From an optimization exercise on the open Yosys and OpenROAD flow, aimed at small area, a short achievable clock period and few clock cycles; shortcuts taken in it are not production practice.
Power is estimated from default activity; no workload was simulated. The clock port is modelled as an ideal driver; clocking choices that lean on that would not hold on a real chip.

fjord:
Design lhb_tx, start of the top module:
module lhb_tx #(
    parameter TX_MSG_CAP = 128           
) (
    input  wire        clk,
    input  wire        rst,              
    input  wire        t_valid,
    input  wire [7:0]  t_data,
    input  wire        t_last,
    input  wire        t_empty,          
    output wire        t_ready,
    output wire        tx_valid,
    output wire [7:0]  tx_data,
    input  wire        tx_ready,
    output wire        e_valid,
    output wire [7:0]  e_arg,            
    output wire [15:0] e_len,            
    input  wire        e_ready
);
    localparam N  = TX_MSG_CAP + 4;      
    localparam EW = 8;                   
    localparam Q  = 105;                 
    localparam R  = Q + 1;               
    localparam ER = 8;                   
    localparam LA = TX_MSG_CAP + 1;      
    localparam AW = 8;
    localparam SW = 9;                   
    function [AW:0] nx;
        input [AW:0] a;
        nx = (a[AW-1:0] == N - 1) ? {~a[AW], {AW{1'b0}}} : {a[AW], a[AW-1:0] + 1'b1};
    endfunction
    function [AW-1:0] nxi;
        input [AW-1:0] a;
        nxi = (a == N - 1) ? {AW{1'b0}} : a + 1'b1;
    endfunction
  ...
Size: roughly 2600 cells after synthesis, roughly 34000 um2 of cells after synthesis.
==> flow/config.mk <==
export PLATFORM = sky130hd
export DESIGN_NAME = lhb_tx
export DESIGN_NICKNAME = lhb_tx
export VERILOG_FILES = /design/flow/design.v
export SDC_FILE = /design/flow/constraint.sdc
export NUM_CORES = 4
export LEC_CHECK = 0
export ABC_CLOCK_PERIOD_IN_PS = 3000
export CAP_MARGIN = 20
export CORE_MARGIN = 2
export CORE_UTILIZATION = 40
export PLACE_DENSITY = 0.6
export SLEW_MARGIN = 20
==> flow/constraint.sdc <==
create_clock -name core_clock -period 10.0 [get_ports {clk}]
set_input_delay 2.0000 -clock core_clock [delete_from_list [all_inputs] [get_ports {clk}]]
set_output_delay 2.0000 -clock core_clock [all_outputs]
set_load 0.01 [all_outputs]
standard.sh (not shown) runs the stock make flow with config.mk's settings and CLKGATE_MAP_FILE= SYNTH_SCRIPT=/design/flow/synth_recipe.tcl, a recipe that flattens the netlist after the stock synthesis.
==> flow/flow/run.sh <==
#!/bin/bash
# Standard layout, with port buffers of a fixed drive and timing repair
# aiming for a setup slack margin of 6.9 ns at the design's clock period.
set -euo pipefail
bash standard.sh SETUP_SLACK_MARGIN=6.9 'BUFFER_PORTS_ARGS=-buffer_cell sky130_fd_sc_hd__buf_4' finish > standard.log 2>&1
Input changes introduced in ember (baseline for comparison: fjord):
- changing CORE_UTILIZATION from 40 to 55
- changing PLACE_DENSITY from 0.6 to 0.7
==> flow/flow/run.sh <==
#!/bin/bash
# Standard layout, with port buffers of a fixed drive, a clock tree without
# dummy loads, and timing repair aiming for a setup slack margin of 6.9 ns
# at the design's clock period.
set -euo pipefail
bash standard.sh SETUP_SLACK_MARGIN=6.9 \
  'BUFFER_PORTS_ARGS=-buffer_cell sky130_fd_sc_hd__buf_4' \
  'CTS_ARGS=-sink_clustering_enable -repair_clock_nets -dont_use_dummy_load' \
  finish > standard.log 2>&1
[summary]
- | number of gates resized after CTS | ember vs fjord | 9 lower |
- Die area on ember is down relative to fjord.
- In the metrics for ember and fjord, the one carrying the higher cell count is fjord.
- [compare] base=fjord new=ember: smallest setup slack after layout rose 0.028 ns; total core area went down by 22000 um2.
- Compared with fjord, ember shows a lower portion of the layout cell area used by non-clock buffers.
- Comparing fjord with ember, the total number of vias came out essentially unchanged.
- fjord has higher worst-skew pair later-pin latency than ember.
No run of this note included a check of the RTL's function; only the layout flow was run.

Another version of the RTL of lhb_tx (not shown whole).
Size: about 2500 cells after synthesis, roughly 1300 flip-flops, ~50 I/O pins, roughly 33000 um^2 of cells after synthesis.
Design lhb_tx, start of the top module:
module lhb_tx #(
    parameter TX_MSG_CAP = 128           
) (
    input  wire        clk,
    input  wire        rst,              
    input  wire        t_valid,
    input  wire [7:0]  t_data,
    input  wire        t_last,
    input  wire        t_empty,          
    output wire        t_ready,
    output wire        tx_valid,
    output wire [7:0]  tx_data,
    input  wire        tx_ready,
    output wire        e_valid,
    output wire [7:0]  e_arg,            
    output wire [15:0] e_len,            
    input  wire        e_ready
);
    localparam N  = TX_MSG_CAP + 4;      
    localparam EW = 8;                   
    localparam Q  = 105;                 
    localparam R  = Q + 1;               
    localparam ER = 8;                   
    localparam LA = TX_MSG_CAP + 1;      
    localparam AW = 8;
    localparam SW = 9;                   
    function [AW:0] nx;
        input [AW:0] a;
        nx = (a[AW-1:0] == N - 1) ? {~a[AW], {AW{1'b0}}} : {a[AW], a[AW-1:0] + 1'b1};
    endfunction
  ...
==> flow/config.mk <==
export PLATFORM = sky130hd
export DESIGN_NAME = lhb_tx
export DESIGN_NICKNAME = lhb_tx
export VERILOG_FILES = /design/flow/design.v
export SDC_FILE = /design/flow/constraint.sdc
export NUM_CORES = 4
export LEC_CHECK = 0
export ABC_CLOCK_PERIOD_IN_PS = 3000
export CAP_MARGIN = 20
export CORE_MARGIN = 2
export CORE_UTILIZATION = 40
export PLACE_DENSITY = 0.6
export SLEW_MARGIN = 20
==> flow/constraint.sdc <==
create_clock -name core_clock -period 10.0 [get_ports {clk}]
set_input_delay 2.0000 -clock core_clock [delete_from_list [all_inputs] [get_ports {clk}]]
set_output_delay 2.0000 -clock core_clock [all_outputs]
set_load 0.01 [all_outputs]
==> flow/flow/run.sh <==
#!/bin/bash
# Standard layout, with port buffers of a fixed drive and timing repair
# aiming for a setup slack margin of 6.9 ns at the design's clock period.
set -euo pipefail
bash standard.sh SETUP_SLACK_MARGIN=6.9 'BUFFER_PORTS_ARGS=-buffer_cell sky130_fd_sc_hd__buf_4' finish > standard.log 2>&1
Edit:
==> flow/flow/run.sh (replaced) <==
#!/bin/bash
# Standard layout, with port buffers of a fixed drive, a clock tree of
# larger sink clusters without dummy loads, and timing repair aiming for a
# setup slack margin of 6.9 ns at the design's clock period.
set -euo pipefail
bash standard.sh SETUP_SLACK_MARGIN=6.9 \
  'BUFFER_PORTS_ARGS=-buffer_cell sky130_fd_sc_hd__buf_4' \
  'CTS_ARGS=-sink_clustering_enable -repair_clock_nets -dont_use_dummy_load -sink_clustering_size 30 -sink_clustering_max_diameter 100' \
  finish > standard.log 2>&1
--- a/flow/config.mk
+++ b/flow/config.mk
@@ -10,4 +10,4 @@
 export CORE_MARGIN = 2
-export CORE_UTILIZATION = 40
-export PLACE_DENSITY = 0.6
+export CORE_UTILIZATION = 55
+export PLACE_DENSITY = 0.7
 export SLEW_MARGIN = 20
Total power shrinks by about a fifth.
Cell area fell by a little under a tenth.
Worst setup slack degrades by 0.18 ns.
Count of clock-buffer cells in the layout shrinks by 119.
Area after synthesis is unchanged.
Global-route usage is higher by 3.8 points.
Worst hold slack loses 0.036 ns.
Clock skew came out higher by 0.031 ns.
Sequential share of layout area climbs by 5.8 points.
Routed wire length shrinks by a few percent.
No run of this note included a check of the RTL's function; only the layout flow was run.

[separate check: timing with driven ports]
No port has a modelled driver above. Below, the same layouts with a new extraction and two added sets of constraints.
Step 1 (the two cells are an assumption about what drives the block):
set clk [get_ports {clk}]
set_driving_cell -lib_cell sky130_fd_sc_hd__clkbuf_16 $clk
set_driving_cell -lib_cell sky130_fd_sc_hd__buf_2 [delete_from_list [all_inputs] $clk]
Step 2, shift: input delay + t, output delay - t, t = (earliest + latest rising clock arrival at the registers) / 2. This alone moves slack from input paths to output paths.
Slacks: no drivers / after step 1 / after step 2; pairs: no drivers / after step 1.
run | t (ns) | setup WS [ns] | worst setup path at the end | worst slew at a driven data input, ns
fjord | 0.724 | 6.839 / 6.773 / 6.219 | input to register | 0.08
ember | 0.691 | 6.867 / 6.845 / 6.208 | input to register | 0.09
the first run of note 2 | 0.732 | 6.781 / 6.744 / 6.051 | input to register | 0.11
the second run of note 2 | 0.646 | 6.599 / 6.611 / 5.965 | input to register | 0.09
After both steps setup and hold are still met in every run listed. For the first run of note 2, which loses most, drivers alone change the setup slack by -0.037 ns; drivers and shift together by -0.730 ns.
